Source: an optimization exercise on an open RTL-to-GDS flow (aim: small area, a short achievable clock period and few clock cycles). Production flows keep margins and buffers that such runs may drop. In this exercise RTL edits were held to simulation tests only and were not proved equivalent to the original.

$ cat flow/run.sh
#!/bin/bash
# synth_recipe.tcl (not shown) runs the flow's synth.tcl, then flattens the netlist and writes it again
# the make line also repeats each setting of config.mk as NAME=value (left out here)
make -C /OpenROAD-flow-scripts/flow DESIGN_CONFIG=/design/flow/config.mk WORK_HOME=/design/flow/orfs CLKGATE_MAP_FILE= SYNTH_SCRIPT=/design/flow/synth_recipe.tcl finish
$ cat flow/config.mk
export PLATFORM = sky130hd
export DESIGN_NAME = simhymn
export DESIGN_NICKNAME = simhymn
export VERILOG_FILES = /design/flow/design.v
export SDC_FILE = /design/flow/constraint.sdc
export NUM_CORES = 4
export LEC_CHECK = 0
export ABC_AREA = 1
export CAP_MARGIN = 20
export CORE_MARGIN = 2
export CORE_UTILIZATION = 40
export SETUP_SLACK_MARGIN = 3.5
export SLEW_MARGIN = 20
export TNS_END_PERCENT = 10
$ cat flow/constraint.sdc
create_clock -name core_clock -period 10.0 [get_ports {clk}]
set_input_delay 2.0000 -clock core_clock [delete_from_list [all_inputs] [get_ports {clk}]]
set_output_delay 2.0000 -clock core_clock [all_outputs]
set_load 0.01 [all_outputs]
$ cat flow/design.v
module simhymn (
    input  wire       clk,
    input  wire       rst,           
    input  wire       img_we,
    input  wire [4:0] img_addr,
    input  wire [7:0] img_data,
    input  wire       start,
    output wire       in_req,
    input  wire       in_valid,
    input  wire [7:0] in_data,
    input  wire [1:0] in_err,        
    output reg        out_valid,
    output reg  [7:0] out_data,
    output wire       done,
    output wire       halted,
    output wire       faulted,
    output wire [2:0] fault_kind,
    output wire [4:0] fault_pc,
    output wire [7:0] fault_word,
    output reg  [7:0] acc,
    output reg  [4:0] pc,
    output wire       zf,
    output wire       pf,
    input  wire [4:0] dbg_addr,
    output wire [7:0] dbg_data
);
    localparam [4:0] JUMP_CHAIN_BOUND = 5'd30;
    localparam [4:0] INPUT_PORT  = 5'd30;
    localparam [4:0] OUTPUT_PORT = 5'd31;
    localparam [2:0] OP_HALT = 3'd0;
    localparam [2:0] OP_JUMP = 3'd1;
    localparam [2:0] OP_JZER = 3'd2;
    localparam [2:0] OP_JPOS = 3'd3;
    localparam [2:0] OP_LOAD = 3'd4;
    localparam [2:0] OP_STOR = 3'd5;
    localparam [2:0] OP_ADD  = 3'd6;
    localparam [2:0] OP_SUB  = 3'd7;
    reg [7:0] mem [0:31];
    reg [7:0] ir0;               
    reg [7:0] ir1;               
    reg       run;               
    reg       hlt_r;             
    reg       flt_r;             
    reg       inv_r;             
    reg [4:0] chain;             
    assign zf = (acc == 8'd0);
    assign pf = !acc[7] && (acc != 8'd0);
    wire idle = !run && !hlt_r && !flt_r;
    wire go   = !rst && (run || (idle && start));
    wire ld   = idle && !start;              
    wire [2:0] op0 = ir0[7:5];
    wire [4:0] a0  = ir0[4:0];
    wire hlt0 = (op0 == OP_HALT) || (pc >= 5'd30);
    wire jmp0 = (op0 == OP_JUMP) || (op0 == OP_JZER) || (op0 == OP_JPOS);
    wire tk0  = (op0 == OP_JUMP) || (op0 == OP_JZER && zf) || (op0 == OP_JPOS && pf);
    wire cflt = !hlt0 && jmp0 && tk0 && (chain == JUMP_CHAIN_BOUND);
    wire st0  = (op0 == OP_STOR);
    wire x0   = op0[2] && !st0;              
    wire inp0 = (op0 == OP_LOAD) && (a0 == INPUT_PORT);
    wire [4:0] pc1 = pc + 5'd1;
    wire [4:0] pc2 = pc + 5'd2;
    wire [2:0] op1 = ir1[7:5];
    wire [4:0] a1  = ir1[4:0];
    wire ok1  = (pc1 < 5'd30);
    wire st1  = (op1 == OP_STOR);
    wire x1   = (op1 == OP_ADD) || (op1 == OP_SUB) ||
                ((op1 == OP_LOAD) && (a1 != INPUT_PORT));
    wire jmp1 = (op1 == OP_JUMP) || (op1 == OP_JZER) || (op1 == OP_JPOS);
    wire tk1  = (op1 == OP_JUMP) || (op1 == OP_JZER && zf) || (op1 == OP_JPOS && pf);
    wire j_x  = jmp0 && !tk0 && ok1 && (x1 || st1);          
    wire x_s  = x0 && ok1 && st1 && (a1 != pc2) && (a1 != pc2 + 5'd1);
    wire x_j  = x0 && ok1 && (op1 == OP_JUMP);
    wire s_x  = st0 && ok1 && x1 && (a0 != pc1);
    wire s_j  = st0 && ok1 && jmp1 && (a0 != pc1);
    wire x_in1 = j_x || s_x;                 
    wire s_in1 = (j_x && st1) || x_s;        
    wire in_ok   = in_valid && (in_err == 2'd0);
    wire act     = go && !hlt0 && !cflt;     
    wire wait_in = inp0 && !in_valid;
    wire bad_in  = inp0 && in_valid && !in_ok;
    wire adv     = act && !wait_in && !bad_in;
    wire       dsel = hlt_r || flt_r || hlt0 || cflt;
    wire [4:0] xa   = x_in1 ? a1 : a0;
    wire [2:0] xop  = x_in1 ? op1 : op0;
    wire [4:0] oa   = dsel ? dbg_addr : xa;
    wire [7:0] mrd  = mem[oa];
    assign dbg_data = mrd;
    wire [7:0] opnd = (s_x && (a1 == a0)) ? acc : mrd;
    wire       xsub = (xop == OP_SUB);
    wire [7:0] sum  = acc + (xsub ? ~opnd : opnd) + {7'd0, xsub};
    wire [7:0] alu  = xop[1] ? sum : ((inp0 && !x_in1) ? in_data : opnd);
    wire       acc_we = (x0 && !x_in1) || (x_in1 && x1);
    wire       we_a = (ld && img_we && !rst) || (adv && (st0 || inp0));
    wire [4:0] wa_a = ld ? img_addr : a0;
    wire       we_b = adv && s_in1;
    wire [7:0] wd   = ld ? img_data : (st0 ? acc : (j_x ? acc : alu));
    integer i;
    always @(posedge clk) begin
        for (i = 0; i < 32; i = i + 1)
            if ((we_a && wa_a == i[4:0]) || (we_b && a1 == i[4:0]))
                mem[i] <= wd;
    end
    reg [4:0] pcn;
    reg [4:0] chn;
    always @(*) begin
        if (jmp0 && tk0) begin
            pcn = a0;   chn = chain + 5'd1;
        end else if (j_x || x_s || s_x) begin
            pcn = pc2;  chn = 5'd0;
        end else if (x_j || (s_j && tk1)) begin
            pcn = a1;   chn = 5'd1;
        end else if (s_j) begin
            pcn = pc2;  chn = 5'd0;
        end else begin
            pcn = pc1;  chn = 5'd0;
        end
    end
    wire [4:0] fb  = dsel ? dbg_addr : pcn;
    wire [3:0] fr  = fb[4:1];
    wire [7:0] fe  = mem[{fr + {3'd0, fb[0]}, 1'b0}];     
    wire [7:0] fo  = mem[{fr, 1'b1}];                     
    wire [7:0] f0  = fb[0] ? fo : fe;                     
    wire [7:0] f1  = fb[0] ? fe : fo;                     
    wire [4:0] pcn1 = pcn + 5'd1;
    assign in_req     = act && inp0;
    assign halted     = hlt_r || (go && hlt0);
    assign faulted    = flt_r || (go && cflt);
    assign done       = halted || faulted;
    assign fault_pc   = pc;
    assign fault_word = ir0;
    assign fault_kind = ir0[7] ? {2'b10, inv_r} : 3'd3;
    always @(posedge clk) begin
        if (rst) begin
            out_valid <= 1'b0;
            out_data  <= 8'd0;
        end else begin
            out_valid <= adv && ((st0 && (a0 == OUTPUT_PORT)) ||
                                 (s_in1 && (a1 == OUTPUT_PORT)));
            out_data  <= wd;
        end
    end
    always @(posedge clk) begin
        if (rst) begin
            run   <= 1'b0;
            hlt_r <= 1'b0;
            flt_r <= 1'b0;
            inv_r <= 1'b0;
            acc   <= 8'd0;
            pc    <= 5'd0;
            chain <= 5'd0;
        end else if (go) begin
            run <= 1'b1;
            if (hlt0) begin
                run   <= 1'b0;
                hlt_r <= 1'b1;
            end else if (cflt) begin
                run   <= 1'b0;
                flt_r <= 1'b1;
            end else if (bad_in) begin
                run   <= 1'b0;
                flt_r <= 1'b1;
                inv_r <= in_err[1];
            end else if (adv) begin
                pc    <= pcn;
                chain <= chn;
                if (acc_we)
                    acc <= alu;
            end
        end
    end
    always @(posedge clk) begin
        if (ld || rst) begin
            ir0 <= (!rst && img_we && img_addr == 5'd0) ? img_data : mem[0];
            ir1 <= (!rst && img_we && img_addr == 5'd1) ? img_data : mem[1];
        end else if (adv) begin
            ir0 <= ((we_a && wa_a == pcn)  || (we_b && a1 == pcn))  ? wd : f0;
            ir1 <= ((we_a && wa_a == pcn1) || (we_b && a1 == pcn1)) ? wd : f1;
        end
    end
endmodule
==> results of run 1 <==
[Yosys cell counts (all sizes together), types with 2 or more instances]
master / instances
dfxtp: 31
buf: 24
nand3b: 2
a22oi: 2
o2bb2ai: 14
nand2: 686
nor2: 238
nor3b: 3
and2: 2
a22o: 6
o31ai: 3
nand4: 36
inv: 265
a211oi: 10
o2111ai: 6
o22ai: 64
nor4: 8
o21ai: 113
clkbuf: 19
o221ai: 3
ha: 17
and3: 3
xnor2: 3
xor2: 29
o21bai: 5
edfxtp: 272
a221oi: 5
nor3: 19
a21oi: 69
nand3: 174
o211ai: 20
or2: 11
[cell type report]
class,count,share of cell area
Timing Repair Buffer,154,0.0658
Tap cell,585,0.0344
Timing Repair inverter,1,0.000235
Sequential cell,303,0.414
Inverter,266,0.0485
Clock inverter,22,0.00900
Clock buffer,43,0.0441
Multi-Input combinational cell,1556,0.384
[per-stage QoR]
step	instances	area, µm²
floorplan	2168	17500
global placement	2825	19100
detailed placement	2825	19200
CTS	2906	20900
global route	2930	21300
finish	2930	21300
[registers in the layout, summed over array words and instances, names as in the netlist]
signal	count
acc	8
chain	5
flt_r	1
hlt_r	1
inv_r	1
ir0	8
ir1	8
mem	256
out_data	8
out_valid	1
pc	5
run	1
[cells by family after synthesis]
kind of cell | after synthesis | share of synthesized area
and+or+nand+nor | 1182 | 0.284
AOI/OAI and AO/OA | 324 | 0.114
buffers and inverters | 309 | 0.0696
DFF | 303 | 0.502
xor gates and xnor gates | 32 | 0.0165
adders and majority gates | 18 | 0.0133
[what timing repair did]
action | 4_1_cts | 5_1_grt
hold endpoints to repair | 0 | 0
endpoints found under the setup margin | 248 | 222
gates cloned | 0 | 1
gates resized for setup | 154 | 51
buffers inserted | 16 | 22
pin swaps | 20 | 18
[layer usage]
metal / GRT usage / vias to the layer above
li1: - / 7625
met1: 0.465 / 8098
met2: 0.582 / 1018
met3: 0.0471 / 225
met4: 0.193 / 0
met5: 0 / -
[worst max-delay path by stage]
| stage | cells past startpoint | endpoint | slack, ns |
|---|---|---|---|
| final | 14 | dbg_data[3] | 3.38 |
| after global routing | 14 | dbg_data[5] | 3.37 |
| after CTS | 12 | dbg_data[0] | 3.42 |
| after detailed placement | 26 | ir0[4]$_DFFE_PP_ | 2.32 |
| after global placement | 26 | ir0[4]$_DFFE_PP_ | 2.39 |
| after floorplan | 26 | mem[0][6]$_DFFE_PP_ | 4.47 |
[worst reg2reg max path, delay by kind of cell (launching register included)]
kind / cells / cell delay, ns
AO/OA/AOI/OAI: 5 / 0.91
XOR/XNOR: 1 / 0.25
adder cells (fa/ha/maj): 3 / 1.02
buffers and inverters: 5 / 0.98
flip-flops: 1 / 0.44
AND/OR/NAND/NOR: 15 / 2.34
==> impl_results.md, run 1 <==
* Die Height at 213 µm
* Worst R2R End: ir1[1]$_DFFE_PP_
* Dpl hpwl at 62.1 mm
* First-pass DRT Iterations at 6
* Metal2 WL at 37.0 mm
* CP Cell Sequence: clkdlybuf4s50_1 -> nand2_2 -> nand2_4 -> buf_4 -> inv_8 -> nor2_2 -> nand2_1 -> inv_2 -> nand2_1 -> nand4_1 -> nor3_4 -> and3_4 -> nand4_1 -> clkdlybuf4s15_1
* CTS Root Cell: clkbuf_16
* Synth cell types at 54
* Final Util at 0.494
* WP buf/inv at 5
* Met1 wire length at 32.2 mm
* FMAX at 151 MHz
* Fillers at 4230
* Top routing layer used: met4
* DR iter-0 viols at 2076
* Ports at 85
* WS Path Type: in2out
* Worst endpoint data arrival time at 4.62 ns
* Largest net degree at the start of global routing at 35
* Vias post-DR at 17000
* Global Route Usage Sum at 0.358
* Synth area leader: edfxtp_1
* Post-synthesis instance total at 2168
* Via-to-Cell Ratio at 5.79
* Antenna violations before repair at 0
* Area delta synth->final at 21.6%
* Worst-path maximum fanout at 15
* R2R Path Start: pc[1]$_SDFFE_PP0P_
* I/O Buffers at 84
* Yosys warning total at 2
* CP max-delay cell: clkdlybuf4s50_1
* DRT Wirelength at 81.3 mm
* Mapped Area at 0.0175 mm²
* Final ANT Viol Nets at 0
* Routability cong. at 1.03
* First-pass GRT wire length at 114 mm
* H-tree lvl count at 2
* DRC errors left at 0
* Final Hold Violating Endpoints at 0
* DIE AREA at 0.0454 mm²
* Flop2flop setup slack at 3.78 ns
* Clk Latency, worst-skew pair at 0.58 ns
* Commonest cells after routing, fill and taps aside: nand2_1 (626), edfxtp_1 (272), inv_1 (231)
* CTS Buf Count at 36
* Clk_skew at 0.0275 ns
* Core Region at 0.0431 mm²
* Fin Setup TNS at 0 ns
* Hold depth at 2
* Layout cell share with drive strength beyond 1 at 0.141
* CTS tree: built
* Net count reported at finish at 2369
* Synth area leaders: edfxtp_1 (47%), nand2_1 (14%), inv_1 (5.4%), nand3_1 (4.9%), nor2_1 (4.8%)
* TritonCTS Sinks at 303
* Final period utilization at 0.662
* Hold Crit Class: reg2reg
* Storage cell area at 0.00879 mm²
* DIE WIDTH at 213 µm
* Initial Util at 0.406
* Total of max-cap violations at 0
* Worst-margin pin slew at 1.12 ns
* Min Tclk post-route at 6.62 ns
* Critical Path Source Type: primary input
* Worst-case reg-to-reg path depth at 29
* Worst Path Required at 8.00 ns
* Crit. End Element: output port
* Area of the multi-input gates at 0.00817 mm²
* Setup-failing EPs final at 0
* Syn nets at 2219
* Commonest non-fill, non-tap cell in the layout: nand2_1
* N_diodes at 0
* Avg Cell Area, Syn at 8.07 µm²
* Number of synthesized flops with an enable pin at 272
* Max-slew violations at 0
* Worst Slack Setup Final at 3.38 ns
* Reg clk slew, reported paths at 0.05 ns
* Clock buffer depth at 3
* Max incr delay on CP at 0.48 ns
* Sequential area share after synthesis at 0.502
* Number of cell rows at 76
* Post-Place Setup Slack at 2.32 ns
* RSZ-0062 raised after global routing: yes
* Number of global-route vias before repair at 16100
* CP top delay family: simple AND/OR/NAND/NOR gates
* # hold bufs at CTS at 0
* Worst Setup SP: dbg_addr[4]
* Max-slew headroom at 0.250
* Top_reg_cell synth: edfxtp_1
* FFs w/ async S/R, synth at 0
* Flops & latches, synth at 303
* Routed wire per std cell at 27.7 µm
* Status: complete, no violations
* Met3 WL at 6.88 mm
* Fin Hold WS at 0.474 ns
* Worst Hold Endpoint: inv_r$_SDFFE_PP0P_
* Overflow after GRT at 0
* Top cell type's share of synthesized area at 0.467
* Hold_sp: inv_r$_SDFFE_PP0P_
Testbench counts, summed over its fixed seeds: cycles 16,177.
==> run 2: changes to the inputs <==
==> flow/flow/run.sh (new file) <==
#!/bin/bash
# The standard layout, with the port buffers made of buf_4 cells instead of the
# default (a slow delay buffer) so that the resizer starts from a fast cell.
set -euo pipefail
export BUFFER_PORTS_ARGS="-buffer_cell sky130_fd_sc_hd__buf_4"
bash standard.sh > standard.log 2>&1
==> flow/standard.sh (new file) <==
#!/bin/bash
# synth_recipe.tcl (not shown) runs the flow's synth.tcl, then flattens the netlist and writes it again
# the make line also repeats each setting of config.mk as NAME=value (left out here)
make -C /OpenROAD-flow-scripts/flow DESIGN_CONFIG=/design/flow/config.mk WORK_HOME=/design/flow/orfs CLKGATE_MAP_FILE= SYNTH_SCRIPT=/design/flow/synth_recipe.tcl "${@:-finish}"
--- a/flow/config.mk
+++ b/flow/config.mk
@@ -9,6 +9,6 @@
 export CAP_MARGIN = 20
 export CORE_MARGIN = 2
 export CORE_UTILIZATION = 40
-export SETUP_SLACK_MARGIN = 3.5
+export SETUP_SLACK_MARGIN = 3.8
 export SLEW_MARGIN = 20
 export TNS_END_PERCENT = 10
removed: flow/run.sh
==> run 2 against run 1 <==
Count of clock-buffer cells in the layout up 4; via count up 1.9%; cell count rose by 0.99%; synthesized cell count unchanged; synthesized area stayed put; sequential share of layout area down 0.17 points; register-to-register slack improved by 0.28 ns; clock skew down 0.0031 ns; global-route usage fell by 0.16 points.
==> impl_results.md, run 2 <==
* Final Util at 0.496
* Post-Place Setup Slack at 2.60 ns
* XOR/XNOR Fraction of Synth Area at 0.0165
* Min Tclk post-route at 6.22 ns
* Commonest non-fill, non-tap cell in the layout: nand2_1
* Core Region at 0.0431 mm²
* Via-to-Cell Ratio at 5.84
* Clk Latency, worst-skew pair at 0.58 ns
* Sequential area share after synthesis at 0.502
* Largest net degree at the start of global routing at 35
* Post-synthesis instance total at 2168
* Overflow after GRT at 0
* Layout cell share with drive strength beyond 1 at 0.197
* H-tree lvl count at 2
* DIE WIDTH at 213 µm
* Max FFs per register at 256
* Placed Area at 0.0189 mm²
* DRC errors left at 0
* Max-slew headroom at 0.224
* Clock buffer depth at 3
* Setup-failing EPs final at 0
* Worst-path maximum fanout at 6
* Routability cong. at 1.10
* Ports at 85
* # hold bufs at CTS at 0
* Net count reported at finish at 2398
* Synth area leaders: edfxtp_1 (47%), nand2_1 (14%), inv_1 (5.4%), nand3_1 (4.9%), nor2_1 (4.8%)
* Antenna violations before repair at 0
* Mapped Area at 0.0175 mm²
* Crit. End Element: output port
* WS Path Type: in2out
* Fin Setup TNS at 0 ns
* Count leader, synth: nand2_1
* DRT Wirelength at 81.3 mm
* First-pass DRT Iterations at 6
* Reg clk slew, reported paths at 0.06 ns
* TritonCTS Sinks at 303
* Worst Slack Setup Final at 3.78 ns
* Total of max-cap violations at 0
* Hold Crit Class: reg2reg
* Final Hold Violating Endpoints at 0
* CTS Root Cell: clkbuf_16
* Syn nets at 2219
* Number of global-route vias before repair at 16200
* Initial Util at 0.406
* Fin Hold WS at 0.483 ns
* Worst-margin pin slew at 1.15 ns
* Top_reg_cell synth: edfxtp_1
* Status: complete, no violations
* FMAX at 161 MHz
* Final period utilization at 0.622
* Worst Path Required at 8.00 ns
* CTS tree: built
* Worst endpoint data arrival time at 4.22 ns
* Number of cell rows at 76
* Most frequent cells after synthesis: nand2_1 (670), edfxtp_1 (272), inv_1 (251), nor2_1 (226), nand3_1 (170)
* Largest family of logic cells by synthesized area: simple AND/OR/NAND/NOR gates
* Vias post-DR at 17300
* Synth area leader: edfxtp_1
* FFs w/ async S/R, synth at 0
* Reg with most FFs: mem
* Flops & latches, synth at 303
* DR iter-0 viols at 2053
* Global Route Usage Sum at 0.357
* Mux cell area share after synthesis at 0
* Synth cell types at 54
* CP dominant cell by count: nand2_1
* Routed wire per std cell at 27.5 µm
* I/O Buffers at 84
* Dpl hpwl at 61.0 mm
* Critical Path Source Type: primary input
* Avg Cell Area, Syn at 8.07 µm²
* Area delta synth->final at 22.3%
* First-pass GRT wire length at 114 mm
* Number of synthesized flops with an enable pin at 272
* Synth Area in Simple Gates at 0.284
* Die Height at 213 µm
* DIE AREA at 0.0454 mm²
* Fin area at 0.0214 mm²
* Post-Synth Adder-Cell Area at 0.0133
* CP Cell Sequence: buf_4 -> or2_2 -> nand2_1 -> nand2_2 -> nor2_4 -> nand2_1 -> inv_2 -> nand2_1 -> o21ai_1 -> nor3_4 -> nand3_4 -> nand3b_1 -> buf_4
* Clk_skew at 0.0244 ns
* Max incr delay on CP at 0.30 ns
* Compound-Gate Fraction of Synth Area at 0.114
* Commonest cells after routing, fill and taps aside: nand2_1 (624), edfxtp_1 (272), inv_1 (232)
* CTS Buf Count at 36
* Top cell type's share of synthesized area at 0.467
* RSZ-0062 raised after global routing: yes
* Max-slew violations at 0
* Final ANT Viol Nets at 0
* CP max-delay cell: or2_2
* Yosys warning total at 2
-- run 2: cells by family after synthesis --
group / Yosys count
buf+inv: 309
flops: 303
fa+ha+maj: 18
xor+xnor: 32
simple gates: 1182
compound gates: 324
-- run 2: what timing repair did --
action | in CTS | in global routing
buffers inserted | 29 | 34
gates resized for setup | 90 | 130
gates cloned | 2 | 3
endpoints found under the setup margin | 258 | 218
pin swaps | 19 | 43
-- run 2: routing by layer --
layer / part of all wire / track usage
met2: 0.44 / 0.559
met4: 0.071 / 0.206
met1: 0.40 / 0.471
met5: 0 / 0
met3: 0.088 / 0.0534
-- run 2: final cells by class --
cell class	count	area [µm²]
timing repair inverter	1	5.00
sequential	303	8810
multi-input combinational	1559	8270
fill	4239	21700
antenna	1	2.50
timing repair buffer	180	1390
clock buffer	47	972
tap	585	732
clock inverter	17	175
inverter	266	1030
-- run 2: critical path: cells and delay by family --
family,cells,cell delay [ns]
buffers and inverters,3,0.44
AND/OR/NAND/NOR,9,1.54
AO/OA/AOI/OAI,1,0.21
-- run 2: path summary, 6_finish.rpt --
kind | start | to | slack [ns] | cells after the start
hold / removal | inv_r$_SDFFE_PP0P_ | inv_r$_SDFFE_PP0P_ | 0.48 | 2
hold reg to reg | inv_r$_SDFFE_PP0P_ | inv_r$_SDFFE_PP0P_ | 0.48 | 2
setup reg to reg | ir0[6]$_DFFE_PP_ | ir0[4]$_DFFE_PP_ | 4.06 | 36
setup / recovery | dbg_addr[2] | dbg_data[5] | 3.78 | 13
-- run 2: per-stage QoR --
| step | cells |
|---|---|
| 3_3_place_gp | 2826 |
| 5_1_grt | 2958 |
| 4_1_cts | 2921 |
| 3_5_place_dp | 2826 |
| 6_report | 2959 |
| 2_1_floorplan | 2168 |
==> run 3: changes to the inputs <==
--- a/flow/config.mk
+++ b/flow/config.mk
@@ -8,7 +8,7 @@
 export ABC_AREA = 1
 export CAP_MARGIN = 20
 export CORE_MARGIN = 2
-export CORE_UTILIZATION = 40
+export CORE_UTILIZATION = 55
 export SETUP_SLACK_MARGIN = 3.8
 export SLEW_MARGIN = 20
 export TNS_END_PERCENT = 10
==> run 3 against run 2 <==
Still clean on timing, DRC and antenna; critical path depth is 9 higher; die area is 27% lower; via count is 1.4% higher; core utilization is 17 points higher; synthesized area stayed put; non-clock buffer count is 18 lower; hold slack worse by 0.0031 ns; setup slack worse by 0.058 ns; wire length is 9.9% lower; critical endpoint unchanged.
==> impl_results.md, run 3 <==
* Status: complete, no violations
* Final Hold Violating Endpoints at 0
* Max-slew violations at 0
* DR iter-0 viols at 2699
* CTS Root Cell: clkbuf_16
* Setup-failing EPs final at 0
* Number of global-route vias before repair at 16100
* Routability cong. at 1.09
* Worst endpoint data arrival time at 4.28 ns
* Max-slew headroom at 0.172
* Final Util at 0.665
* Dpl hpwl at 54.9 mm
* DIE WIDTH at 182 µm
* TritonCTS Sinks at 303
* CP top delay family: simple AND/OR/NAND/NOR gates
* Final ANT Viol Nets at 0
* Crit. End Element: output port
* Worst-path maximum fanout at 6
* Max FFs per register at 256
* Final period utilization at 0.628
* RSZ-0062 raised after global routing: yes
* DRC errors left at 0
* Total of max-cap violations at 0
* Clk_skew at 0.0197 ns
* I/O Buffers at 84
* Synth area leader: edfxtp_1
* Ports at 85
* N_diodes at 0
* Via-to-Cell Ratio at 6.35
* Max incr delay on CP at 0.47 ns
* Number of synthesized flops with an enable pin at 272
* Layout cell share with drive strength beyond 1 at 0.178
* Die Height at 182 µm
* Area delta synth->final at 19.7%
* Hold Crit Class: reg2reg
* DRT Wirelength at 73.3 mm
* CP Cell Sequence: buf_4 -> ha_4 -> inv_2 -> nand2_1 -> nand2_1 -> nor2_1 -> nand3_1 -> nor2_1 -> nand2_2 -> nand2_4 -> nand3_1 -> nand3_1 -> nand2_2 -> nand2_4 -> clkinvlp_4 -> nand2_4 -> inv_1 -> nand2_1 -> nand4_1 -> nor4_1 -> nand3b_1 -> buf_4
* Number of cell rows at 65
* # hold bufs at CTS at 0
* Core Region at 0.0315 mm²
* Largest net degree at the start of global routing at 35
* Global Route Usage Sum at 0.437
* CTS Buf Count at 35
* DIE AREA at 0.0332 mm²
* Largest family of logic cells by synthesized area: simple AND/OR/NAND/NOR gates
* Met2 GRT Util at 0.669
* Hold depth at 2
* Overflow after GRT at 0
* GR Layer Usage met3 at 0.0980
* Net count reported at finish at 2380
* Post-Place Setup Slack at 2.73 ns
* Syn nets at 2219
* Worst-margin pin slew at 1.24 ns
* Initial Util at 0.556
* First-pass GRT wire length at 104 mm
* Fillers at 2623
* Post-Synth Adder-Cell Area at 0.0133
* Yosys warning total at 2
* FFs w/ async S/R, synth at 0
* XOR/XNOR Fraction of Synth Area at 0.0165
* Routed wire per std cell at 26.6 µm
* Clock buffer depth at 3
* Post-synthesis instance total at 2168
* Vias post-DR at 17500
* Clk Latency, worst-skew pair at 0.57 ns
* Most frequent cells after synthesis: nand2_1 (670), edfxtp_1 (272), inv_1 (251), nor2_1 (226), nand3_1 (170)
* CP max-delay cell: nor4_1
* FMAX at 159 MHz
* CTS tree: built
* WP buf/inv at 5
* CP Depth at 22
* Worst-case reg-to-reg path depth at 34
* Worst Path Required at 8.00 ns
* Mapped Area at 0.0175 mm²
* Fin Setup TNS at 0 ns
* Count leader, synth: nand2_1
* Min Tclk post-route at 6.28 ns
* Synth area leaders: edfxtp_1 (47%), nand2_1 (14%), inv_1 (5.4%), nand3_1 (4.9%), nor2_1 (4.8%)
* Flops & latches, synth at 303
* WS Path Type: reg2out
* Synth cell types at 54
* Compound-Gate Fraction of Synth Area at 0.114
* Top_reg_cell synth: edfxtp_1
* First-pass DRT Iterations at 7
* Mux cell area share after synthesis at 0
* Commonest cells after routing, fill and taps aside: nand2_1 (627), edfxtp_1 (272), inv_1 (231)
* Reg clk slew, reported paths at 0.06 ns
* Top Usage Layer GRT: met2
* Reg with most FFs: mem
* H-tree lvl count at 2
* Antenna violations before repair at 0
* Met1 Use GR at 0.557
* Commonest non-fill, non-tap cell in the layout: nand2_1
* Critical Path Source Type: flop
* Synth Area in Simple Gates at 0.284
* Worst Slack Setup Final at 3.72 ns
* Sequential area share after synthesis at 0.502
* Top cell type's share of synthesized area at 0.467
* Avg Cell Area, Syn at 8.07 µm²
## run 3: cell families (layout without fill, tap and decap cells)
family / Yosys count / count (layout)
adder cells (fa/ha/maj): 18 / 18
flip-flops: 303 / 303
AO/OA/AOI/OAI: 324 / 324
AND/OR/NAND/NOR: 1182 / 1186
buffers and inverters: 309 / 493
XOR/XNOR: 32 / 32
## run 3: timing repair
action / 4_1_cts / 5_1_grt
cloned: 2 / 3
pin swaps: 12 / 43
gates resized for setup: 80 / 124
endpoints found under the setup margin: 250 / 184
hold endpoints to repair: 0 / 0
buffers inserted: 18 / 28
## run 3: final timing paths
path	slack, ns	to	from
worst max-delay path	3.72	dbg_data[5]	pc[1]$_SDFFE_PP0P_
worst min-delay path	0.48	inv_r$_SDFFE_PP0P_	inv_r$_SDFFE_PP0P_
worst max register to register	3.85	ir1[1]$_DFFE_PP_	pc[1]$_SDFFE_PP0P_
worst min register to register	0.48	inv_r$_SDFFE_PP0P_	inv_r$_SDFFE_PP0P_
## run 3: area by class of cell
class                      instances  area, µm²  area share
inverter                         266       1040      0.0495
timing repair buffer             162       1250      0.0595
clock inverter                    21        165     0.00789
tap                              402        503      0.0240
clock buffer                      43        948      0.0453
sequential                       303       8800       0.420
multi-input combinational       1560       8230       0.393
timing repair inverter             1       5.00    0.000239
## run 3: worst min-delay path, cell delays in order, from the launching register on
cell	delay [ns]
dfxtp_1	0.29
inv_1	0.06
a211oi_1	0.07
## run 3: metrics by stage
step / instances / area (µm²) / hold slack, ns
after detailed placement: 2643 / 18700 / 0.463
after global placement: 2640 / 18600 / 0.455
final: 2758 / 20900 / 0.480
after floorplan: 2168 / 17500 / 0.439
after global routing: 2758 / 20900 / 0.505
after CTS: 2727 / 20200 / 0.477
## run 3: metal layers
metal | routed length, µm | part of all wire | up-vias
li1 | - | - | 7668
met1 | 25700 | 0.35 | 8089
met2 | 31900 | 0.43 | 1448
met3 | 9570 | 0.13 | 313
met4 | 6150 | 0.084 | 0
met5 | 0 | 0 | -
==> run 4: changes to the inputs <==
--- a/flow/config.mk
+++ b/flow/config.mk
@@ -6,9 +6,9 @@
 export NUM_CORES = 4
 export LEC_CHECK = 0
 export ABC_AREA = 1
-export CAP_MARGIN = 20
+export CAP_MARGIN = 5
 export CORE_MARGIN = 2
-export CORE_UTILIZATION = 55
+export CORE_UTILIZATION = 40
 export SETUP_SLACK_MARGIN = 3.8
-export SLEW_MARGIN = 20
+export SLEW_MARGIN = 5
 export TNS_END_PERCENT = 10
==> run 4 against run 3 <==
Still clean on timing, DRC and antenna; cell count increased by 7.4%; global-route usage is 8.1 points lower; setup slack better by 0.051 ns.
==> impl_results.md, run 4 <==
* Storage cell area at 0.00882 mm²
* Count leader, synth: nand2_1
* CTS Root Cell: clkbuf_16
* WS Path Type: in2out
* Top cell type's share of synthesized area at 0.467
* CTS Buf Count at 36
* Synth area leader: edfxtp_1
* Initial Util at 0.406
* Total of max-cap violations at 0
* Number of synthesized flops with an enable pin at 272
* Reg with most FFs: mem
* Post-synthesis instance total at 2168
* Clock buffer depth at 3
* TritonCTS Sinks at 303
* Clk_skew at 0.0153 ns
* DP Cell Count at 2826
* Avg Cell Area, Syn at 8.07 µm²
* Max-slew headroom at 0.120
* DRC errors left at 0
* # hold bufs at CTS at 0
* Hold Crit Class: reg2reg
* Mapped Area at 0.0175 mm²
* Largest net degree at the start of global routing at 35
* Largest family of logic cells by synthesized area: simple AND/OR/NAND/NOR gates
* Worst-path maximum fanout at 8
* Fin Setup TNS at 0 ns
* Sequential area share after synthesis at 0.502
* Critical Path Source Type: primary input
* FFs w/ async S/R, synth at 0
* Dpl hpwl at 61.0 mm
* Setup-failing EPs final at 0
* DR iter-0 viols at 2067
* H-tree lvl count at 2
* First-pass DRT Iterations at 8
* Worst endpoint data arrival time at 4.23 ns
* RSZ-0062 raised after global routing: yes
* Max FFs per register at 256
* Via-to-Cell Ratio at 5.82
* DIE WIDTH at 213 µm
* Final period utilization at 0.623
* Fin cells at 2962
* Antenna violations before repair at 3
* Fin Hold WS at 0.482 ns
* Placed Area at 0.0189 mm²
* CTS tree: built
* Synth Area in Simple Gates at 0.284
* Commonest non-fill, non-tap cell in the layout: nand2_1
* FMAX at 161 MHz
* Global Route Usage Sum at 0.356
* Number of cell rows at 76
* Final ANT Viol Nets at 0
* Yosys warning total at 2
* Final Util at 0.500
* Syn nets at 2219
* Fin area at 0.0216 mm²
* Most frequent cells after synthesis: nand2_1 (670), edfxtp_1 (272), inv_1 (251), nor2_1 (226), nand3_1 (170)
* Overflow after GRT at 0
* Final Hold Violating Endpoints at 0
* I/O Buffers at 84
* Die Height at 213 µm
* Commonest cells after routing, fill and taps aside: nand2_1 (616), edfxtp_1 (272), inv_1 (229)
* Number of global-route vias before repair at 16200
* DIE AREA at 0.0454 mm²
* Routed wire per std cell at 27.4 µm
* Mux cell area share after synthesis at 0
* Routability cong. at 1.10
* Min Tclk post-route at 6.23 ns
* Worst-margin pin slew at 1.32 ns
* Core Region at 0.0431 mm²
* Vias post-DR at 17200
* Synth cell types at 54
* DRT Wirelength at 81.0 mm
* Compound-Gate Fraction of Synth Area at 0.114
* First-pass GRT wire length at 114 mm
* Ports at 85
* Worst Path Required at 8.00 ns
* Clk Latency, worst-skew pair at 0.56 ns
* Post-Synth Adder-Cell Area at 0.0133
* Flops & latches, synth at 303
* Layout cell share with drive strength beyond 1 at 0.203
* Reg clk slew, reported paths at 0.06 ns
* Area delta synth->final at 23.2%
* Fillers at 4229
* XOR/XNOR Fraction of Synth Area at 0.0165
* Net count reported at finish at 2400
* Crit. End Element: output port
* Synth area leaders: edfxtp_1 (47%), nand2_1 (14%), inv_1 (5.4%), nand3_1 (4.9%), nor2_1 (4.8%)
* Top_reg_cell synth: edfxtp_1
* Area of the multi-input gates at 0.00837 mm²
* Status: complete, no violations
* Max-slew violations at 0
[run 4: area by class of cell]
| class | instances | area share |
|---|---|---|
| clock buffers | 49 | 0.0470 |
| flip-flops and latches | 303 | 0.409 |
| multi-input cells | 1561 | 0.388 |
| repair buffers | 180 | 0.0644 |
| diodes | 1 | 0.000116 |
| inverters | 266 | 0.0484 |
| repair inverters | 1 | 0.000232 |
| clock inverters | 16 | 0.00859 |
| well taps | 585 | 0.0340 |
[run 4: timing repair]
action / CTS / global route
setup buffers: 36 / 28
gates cloned: 4 / 2
gates resized for setup: 103 / 147
pin swaps: 21 / 51
setup endpoints to repair: 259 / 247
[run 4: logic make-up (layout without fill, tap and decap cells)]
kind of cell,count (synthesis),in the layout
fa+ha+maj,18,18
flops,303,303
compound gates,324,324
buf+inv,309,512
simple gates,1182,1187
other cells,0,1
xor+xnor,32,32
[run 4: per-stage QoR]
stage               setup slack, ns
floorplan                      4.47
global placement               2.55
detailed placement             2.55
CTS                            3.75
global route                   3.70
finish                         3.77
[run 4: path summary, 6_finish.rpt]
check	start	endpoint	slack [ns]	depth (start not counted)
setup / recovery	dbg_addr[2]	dbg_data[7]	3.77	13
hold / removal	inv_r$_SDFFE_PP0P_	inv_r$_SDFFE_PP0P_	0.48	2
setup reg to reg	ir0[3]$_DFFE_PP_	ir1[1]$_DFFE_PP_	3.98	31
hold reg to reg	inv_r$_SDFFE_PP0P_	inv_r$_SDFFE_PP0P_	0.48	2
[run 4: critical path, stage by stage]
cell and delay [ns]:
buf_4 0.12, or2_2 0.33, nand2_4 0.10, nand2_4 0.09, buf_4 0.15, nor2_4 0.21, nand2_2 0.23, o21ai_0 0.41
nor2_2 0.14, nand2_1 0.13, nor2_4 0.08, nand3_4 0.09, buf_4 0.12
[run 4: metal layers]
| layer | vias to the layer above | part of all wire | wire length [µm] | track usage |
|---|---|---|---|---|
| met3 | 224 | 0.087 | 7020 | 0.0603 |
| met4 | 0 | 0.060 | 4860 | 0.187 |
| met2 | 993 | 0.45 | 36700 | 0.562 |
| met5 | - | 0 | 0 | 0 |
| li1 | 7707 | - | - | - |
| met1 | 8305 | 0.40 | 32400 | 0.469 |

[separate check: timing with driven ports]
No port has a modelled driver above. Below, the same layouts with a new extraction and two added sets of constraints. Step 1 (the two cells are an assumption about what drives the block):
set clk [get_ports {clk}]
set_driving_cell -lib_cell sky130_fd_sc_hd__clkbuf_16 $clk
set_driving_cell -lib_cell sky130_fd_sc_hd__buf_2 [delete_from_list [all_inputs] $clk]
Step 2 times the ports against the registers' clock, not the clock port: input delays grow and output delays shrink by t, the midpoint of the rising clock arrivals with the driver on. a / b / c = no drivers / after step 1 / after step 2; a / b = the first two.
run	t, ns	slack for setup (ns)	worst register clock-pin slew, ns	cell pins on the clock port's net
run 1	0.619	3.378 / 3.355 / 3.138	0.07 / 0.07	1
run 2	0.625	3.781 / 3.749 / 3.424	0.07 / 0.07	1
run 3	0.613	3.723 / 3.667 / 3.324	0.07 / 0.07	1
run 4	0.611	3.774 / 3.739 / 3.483	0.07 / 0.07	1
After both steps setup and hold are still met in every run listed. The setup slack of run 3, which loses most, moves by -0.056 ns with the drivers and by -0.399 ns with both steps.
